This is an optimization exercise on Yosys and OpenROAD, whose aim is small area, a short achievable clock period and few clock cycles per item, not a production implementation. At most, simulation tests tie the RTL to the original design; equivalence was not proved. The flow treats the clock pin as an ideal source, which a real chip does not have. Power and IR drop assume default switching activity.

Design mnet_codec, start of the top module:
module mnet_codec (
    input  wire        clk,
    input  wire        rst,
    input  wire        key_wr,
    input  wire [2:0]  key_len,
    input  wire [47:0] key_data,
    input  wire        tx_hdr_valid,
    output wire        tx_hdr_ready,
    input  wire [7:0]  tx_dst,
    input  wire [7:0]  tx_src,
    input  wire [15:0] tx_type,
    input  wire [7:0]  tx_len,
    input  wire        tx_obf,
    input  wire        tx_pl_valid,
    output wire        tx_pl_ready,
    input  wire [7:0]  tx_pl_data,
    output wire        line_tx_valid,
    input  wire        line_tx_ready,
    output wire [7:0]  line_tx_data,
    input  wire        line_rx_valid,
    input  wire [7:0]  line_rx_data,
    input  wire        rx_obf,
    output wire        rx_valid,
    output wire [7:0]  rx_data,
    output wire        rx_end,
    output wire [7:0]  rx_status
);
Size in the first run: ~960 cells after synthesis, ~230 flip-flops, ~150 I/O pins, about 10000 sq um of cells after synthesis.
Settings: LEC_CHECK=0, CAP_MARGIN=5, CORE_MARGIN=2, CORE_UTILIZATION=60, CTS_CLUSTER_DIAMETER=100, CTS_CLUSTER_SIZE=25, SETUP_SLACK_MARGIN=2.6, SLEW_MARGIN=5; clock period 4.5 ns.
standard.sh (not shown) runs the stock make flow with config.mk's settings and CLKGATE_MAP_FILE= SYNTH_SCRIPT=/design/flow/synth_recipe.tcl, a recipe that flattens the netlist after the stock synthesis.
==> flow/flow/run.sh <==
#!/bin/bash
# The standard layout with two changes:
#  - plain buf_1 cells as the port buffers (the standard flow picks a delay
#    buffer); ORFS's repair resizes them as needed;
#  - after CTS, the clock tree's middle level is removed, so the root buffer
#    drives the leaf buffers directly (collapse_cts.tcl).
set -euo pipefail
export BUFFER_PORTS_ARGS="-buffer_cell sky130_fd_sc_hd__buf_1"
export RESULTS=$PWD/orfs/results/$FLOW_PLATFORM/mnet_codec/base
bash standard.sh cts > standard_cts.log 2>&1
openroad -no_init -exit flow/collapse_cts.tcl > collapse_cts.log 2>&1
touch $RESULTS/4_cts.sdc
bash standard.sh finish > standard_finish.log 2>&1
==> flow/flow/collapse_cts.tcl <==
# Make the clock tree two levels deep: the root buffer drives every leaf
# buffer directly, in place of the middle level TritonCTS builds. All leaf
# buffers stay at the same depth, so the tree stays balanced.
set results $::env(RESULTS)
read_db $results/4_cts.odb
set block [ord::get_db_block]
set clknet [$block findNet clk]
set roots {}
foreach it [$clknet getITerms] { lappend roots [$it getInst] }
if {[llength $roots] != 1} { error "clock port drives [llength $roots] cells" }
set root [lindex $roots 0]
set rootnet [[$root findITerm X] getNet]
set mids {}
foreach it [$rootnet getITerms] {
  if {[$it isOutputSignal]} continue
  set inst [$it getInst]
  if {[string match "sky130_fd_sc_hd__clkbuf_*" [[$inst getMaster] getName]]} { lappend mids $inst }
}
set n 0
foreach m $mids {
  set onet [[$m findITerm X] getNet]
  set loads {}
  foreach it [$onet getITerms] { if {![$it isOutputSignal]} { lappend loads $it } }
  set ok 1
  foreach it $loads {
    if {![string match "sky130_fd_sc_hd__clkbuf_*" [[[$it getInst] getMaster] getName]]} { set ok 0 }
  }
  if {!$ok} continue
  foreach it $loads { $it disconnect; $it connect $rootnet }
  [$m findITerm A] disconnect
  [$m findITerm X] disconnect
  odb::dbInst_destroy $m
  odb::dbNet_destroy $onet
  incr n
}
puts "root [$root getName]: removed $n middle clock buffers"
write_db $results/4_cts.odb
Testbench counts at the start, summed over its fixed seeds: cycles 27,589, items 384.
==> next run, changes <==
CAP_MARGIN = 20   (was 5)
CTS_CLUSTER_DIAMETER = 80   (was 100)
CTS_CLUSTER_SIZE = 20   (was 25)
GPL_TIMING_DRIVEN = 0   (was unset)
SLEW_MARGIN = 20   (was 5)
- fmax went up by 4.7%
- hold slack hardly moves
- total power rose by 1.0%
==> next run, changes <==
CAP_MARGIN = 5   (was 20)
GPL_TIMING_DRIVEN = unset   (was 0)
PLACE_DENSITY = 0.8   (was unset)
SLEW_MARGIN = 5   (was 20)
Result: Setup slack degrades by 0.015 ns; final area came out lower by 2.4%; clock skew is about the same; clock power stays flat; hold slack barely changes; total power falls by about 0.4%.
==> next run, changes <==
CTS_CLUSTER_DIAMETER = 60   (was 80)
CTS_CLUSTER_SIZE = 15   (was 20)
PLACE_DENSITY = unset   (was 0.8)
Effect:
- The new run went through all stages and came out clean
- final area rises slightly
- synthesized area stays the same
- core utilization came out higher by 0.80 points
- setup slack gains 0.011 ns
- die area stays the same
- sequential cell count does not change
==> next run, changes <==
CTS_CLUSTER_DIAMETER = 80   (was 60)
CTS_CLUSTER_SIZE = 20   (was 15)
What happened:
- final area came out lower by 0.90%
- clock-buffer cell count came out lower by 9
- setup slack is better by 0.028 ns
- total power came out lower by 5.4%
- clock skew stays flat
- synthesized cell count is unchanged
- global-route usage came out lower by 0.42 points

mnet_codec, a different RTL version from the one above (not shown whole).
Size in the first run: ~960 cells after synthesis, ~150 I/O pins, roughly 10000 um2 of cells after synthesis.
Settings: LEC_CHECK=0, ABC_CLOCK_PERIOD_IN_PS=2000, CAP_MARGIN=20, CORE_MARGIN=2, CORE_UTILIZATION=60, CTS_CLUSTER_DIAMETER=80, CTS_CLUSTER_SIZE=20, SETUP_SLACK_MARGIN=2.6, SLEW_MARGIN=20; clock period 4.5 ns.
==> flow/flow/run.sh <==
#!/bin/bash
# The standard layout with two changes:
#  - plain buf_1 cells as the port buffers (the standard flow picks a delay
#    buffer); ORFS's repair resizes them as needed;
#  - after CTS, the top of the clock tree is rebuilt (collapse_cts.tcl): no
#    middle level, and the leaf buffers shared among 3 root buffers on the
#    clock port. Each tool's output goes to a log of its own here.
set -euo pipefail
export BUFFER_PORTS_ARGS="-buffer_cell sky130_fd_sc_hd__buf_1"
export RESULTS=$PWD/orfs/results/$FLOW_PLATFORM/mnet_codec/base
export NROOTS=3
bash standard.sh cts > standard_cts.log 2>&1
openroad -no_init -exit flow/collapse_cts.tcl > collapse_cts.log 2>&1
touch $RESULTS/4_cts.sdc
bash standard.sh finish > standard_finish.log 2>&1
Other scripts of this flow, unchanged in this note and not shown: flow/flow/collapse_cts.tcl
The starting point finished with timing, DRC and antenna clean.
Edit:
--- a/flow/config.mk
+++ b/flow/config.mk
@@ -8 +7,0 @@
-export ABC_CLOCK_PERIOD_IN_PS = 2000
@@ -14 +13 @@
-export SETUP_SLACK_MARGIN = 2.6
+export SETUP_SLACK_MARGIN = 2.8
Effect:
- The changed run completed with no timing, DRC or antenna violations
- global-route usage is higher by 0.18 points
- synthesized area stays the same
- sequential share of layout area is lower by 1.2 points
- routed wire length is higher by 2.1%
- non-clock buffer count is higher by 16
- worst setup slack is worse by 0.011 ns
- utilization is higher by 2.3 points
- design area is higher by 3.2%
Edit:
--- a/flow/config.mk
+++ b/flow/config.mk
@@ -13 +13 @@
-export SETUP_SLACK_MARGIN = 2.8
+export SETUP_SLACK_MARGIN = 2.7
- synthesized cell count does not change
- worst hold slack barely changes
- count of clock-buffer cells in the layout climbs by 1
- wire length falls slightly
- cell area is lower slightly
- register-to-register slack loses 0.08 ns
- worst setup slack gets better by 0.025 ns
- synthesized area stays the same
- first-iteration DRC count grows by a few percent
No functional check of the RTL was part of any run of this note.

v26:
Another version of the RTL of mnet_codec (not shown whole).
Settings: LEC_CHECK=0, ABC_CLOCK_PERIOD_IN_PS=2000, CAP_MARGIN=20, CORE_MARGIN=2, CORE_UTILIZATION=40, SETUP_SLACK_MARGIN=2.5, SLEW_MARGIN=20; clock period 4.5 ns.
run.sh (not shown) runs the stock make flow with config.mk's settings and CLKGATE_MAP_FILE= SYNTH_SCRIPT=/design/flow/synth_recipe.tcl, a recipe that flattens the netlist after the stock synthesis.
Stock flow here: none of the scripts above is used.
Testbench counts of v26, summed over its fixed seeds: cycles 27,589, items 384.
Input changes introduced in v34 (baseline for comparison: v26):
==> flow/flow/run.sh (new file) <==
#!/bin/bash
# The standard layout, with plain buf_1 cells as the port buffers (the
# standard flow picks a delay buffer); ORFS's repair resizes them as needed.
set -euo pipefail
export BUFFER_PORTS_ARGS="-buffer_cell sky130_fd_sc_hd__buf_1"
bash standard.sh > standard.log 2>&1
==> flow/standard.sh (new file) <==
#!/bin/bash
# synth_recipe.tcl (not shown) runs the flow's synth.tcl, then flattens the netlist and writes it again
# the make line also repeats each setting of config.mk as NAME=value (left out here)
make -C /OpenROAD-flow-scripts/flow DESIGN_CONFIG=/design/flow/config.mk WORK_HOME=/design/flow/orfs CLKGATE_MAP_FILE= SYNTH_SCRIPT=/design/flow/synth_recipe.tcl "${@:-finish}"
removed: flow/run.sh
### Flow results
Both conditions hold for v34: the flow ran to the end and the final layout passed the timing, design-rule and antenna checks. Re design area: v26 was higher than v34. v34 ends up with lower total power than v26 does. Comparing v26 and v34, the higher number of cells on the worst hold path was measured on v26. Cell with the largest stage delay on the worst path: dfxtp_4 -> v34, or4b_4 -> v26. [compare] base=v26 new=v34: clock insertion delay at the later pin of the skew report saw little to no change, number of DRC markers in iteration 0 increased about 30%, core utilization went down 4.5 points, routed wire length lost about 3.2%.

mnet_codec, a different RTL version from the one above (not shown whole).
For scale: about 980 cells after synthesis, roughly 230 flip-flops, roughly 150 I/O pins.
export LEC_CHECK = 0
export ABC_CLOCK_PERIOD_IN_PS = 2000
export CAP_MARGIN = 20
export CORE_MARGIN = 2
export CORE_UTILIZATION = 60
export CTS_BUF_LIST = sky130_fd_sc_hd__clkbuf_8
export CTS_CLUSTER_DIAMETER = 60
export CTS_CLUSTER_SIZE = 16
export SETUP_SLACK_MARGIN = 2.7
export SLEW_MARGIN = 20
create_clock -name core_clock -period 4.5 [get_ports {clk}]
standard.sh (not shown) runs the stock make flow with config.mk's settings and CLKGATE_MAP_FILE= SYNTH_SCRIPT=/design/flow/synth_recipe.tcl, a recipe that flattens the netlist after the stock synthesis.
==> flow/flow/run.sh <==
#!/bin/bash
# The standard layout with two changes:
#  - plain buf_1 cells as the port buffers (the standard flow picks a delay
#    buffer); ORFS's repair resizes them as needed;
#  - after CTS, the clock tree's middle level is removed, so the root buffer
#    drives the leaf buffers directly (collapse_cts.tcl).
set -euo pipefail
export BUFFER_PORTS_ARGS="-buffer_cell sky130_fd_sc_hd__buf_1"
export RESULTS=$PWD/orfs/results/$FLOW_PLATFORM/mnet_codec/base
bash standard.sh cts > standard_cts.log 2>&1
openroad -no_init -exit flow/collapse_cts.tcl > collapse_cts.log 2>&1
touch $RESULTS/4_cts.sdc
bash standard.sh finish > standard_finish.log 2>&1
Scripts as last shown in full above: flow/flow/collapse_cts.tcl
Testbench counts at the start, summed over its fixed seeds: cycles 27,589, items 384.
==> next run, changes <==
- ABC_AREA: default -> 1
- ABC_CLOCK_PERIOD_IN_PS: 2000 -> default
- CTS_BUF_LIST: sky130_fd_sc_hd__clkbuf_8 -> default
- CTS_CLUSTER_DIAMETER: 60 -> 80
- CTS_CLUSTER_SIZE: 16 -> 20
The new run went through all stages and came out clean. Clock-buffer cell count is higher by 1. Cell area is higher by a few percent. Die area is higher by a few percent. Power is higher by a few percent. Fmax is higher by a little under a tenth. Synthesized area is higher by a few percent. Clock power is higher by roughly a tenth. Cell count is higher by about a fifth. Worst setup slack is better by 0.15 ns. Routed wire length is lower slightly.
==> next run, changes <==
- ABC_AREA: 1 -> default
- ABC_CLOCK_PERIOD_IN_PS: default -> 2500
- CORE_UTILIZATION: 60 -> 70
- SETUP_SLACK_MARGIN: 2.7 -> 2.6
Final cell count drops by 18%.
Total power drops by 3.6%.
Wire length drops by 2.6%.
Combinational power drops by 15%.
Design area drops by 5.3%.
Core utilization climbs by 9.5 points.
==> next run, changes <==
==> flow/flow/run.sh (replaced) <==
#!/bin/bash
# The standard layout, with plain buf_1 cells as the port buffers (the
# standard flow picks a delay buffer); ORFS's repair resizes them as needed.
set -euo pipefail
export BUFFER_PORTS_ARGS="-buffer_cell sky130_fd_sc_hd__buf_1"
bash standard.sh > standard.log 2>&1
- ABC_CLOCK_PERIOD_IN_PS: 2500 -> 2000
- CORE_UTILIZATION: 70 -> 40
- CTS_CLUSTER_DIAMETER: 80 -> default
- CTS_CLUSTER_SIZE: 20 -> default
- SETUP_SLACK_MARGIN: 2.6 -> 2.5
removed: flow/flow/collapse_cts.tcl
Wire length came out higher by about 9%. Power grows by about 25%. Cell area rose by 6.0%. Setup slack gets worse by 0.080 ns. Via count falls by 1.8%. Area after synthesis is unchanged.

==> afterwards: timing with drivers on the ports <==
The results above use ideal ports. As a check the final layouts listed here were re-extracted and re-timed, cells and wires unchanged. Step 1 sets driving cells, clkbuf_16 on the clock port and buf_2 on the other inputs (assumed; they add their load-dependent delay and slew). Step 2, shift: input delay + t, output delay - t, t = (earliest + latest rising clock arrival at the registers) / 2. This alone moves slack from input paths to output paths. a / b / c = ideal ports / drivers / drivers and shift; a / b = the first two.
run | shift t [ns] | setup WS [ns] | worst setup path at the end | latest minus earliest clock arrival (ns) | slew at the worst register clock pin (ns)
the first run of note 1 | 0.489 | 2.551 / 2.505 / 2.173 | input to register | 0.206 / 0.206 | 0.10 / 0.10
the second run of note 1 | 0.466 | 2.637 / 2.594 / 2.195 | input to register | 0.016 / 0.015 | 0.09 / 0.09
the third run of note 1 | 0.468 | 2.622 / 2.578 / 2.184 | input to register | 0.013 / 0.013 | 0.09 / 0.09
the fourth run of note 1 | 0.501 | 2.633 / 2.586 / 2.200 | input to register | 0.011 / 0.012 | 0.07 / 0.07
the fifth run of note 1 | 0.466 | 2.661 / 2.614 / 2.243 | input to register | 0.016 / 0.016 | 0.09 / 0.09
the first run of note 2 | 0.377 | 2.564 / 2.587 / 2.221 | input to register | 0.033 / 0.032 | 0.09 / 0.09
the second run of note 2 | 0.374 | 2.553 / 2.575 / 2.201 | input to register | 0.034 / 0.035 | 0.09 / 0.09
the third run of note 2 | 0.386 | 2.578 / 2.610 / 2.224 | input to register | 0.037 / 0.038 | 0.09 / 0.09
v26 | 0.583 | 2.167 / 2.167 / 1.648 | input to register | 0.028 / 0.029 | 0.06 / 0.06
v34 | 0.577 | 2.217 / 2.217 / 1.702 | input to register | 0.015 / 0.015 | 0.06 / 0.06
the first run of note 4 | 0.550 | 2.475 / 2.499 / 1.949 | input to register | 0.010 / 0.010 | 0.11 / 0.11
the second run of note 4 | 0.469 | 2.629 / 2.582 / 2.250 | input to register | 0.017 / 0.017 | 0.09 / 0.09
the third run of note 4 | 0.459 | 2.619 / 2.618 / 2.186 | input to register | 0.020 / 0.019 | 0.09 / 0.09
the fourth run of note 4 | 0.567 | 2.539 / 2.492 / 2.050 | input to register | 0.032 / 0.032 | 0.06 / 0.06
After both steps every run listed still meets setup and hold. The setup slack of the first run of note 4, which loses most, moves by +0.024 ns with the drivers and by -0.526 ns with both steps.
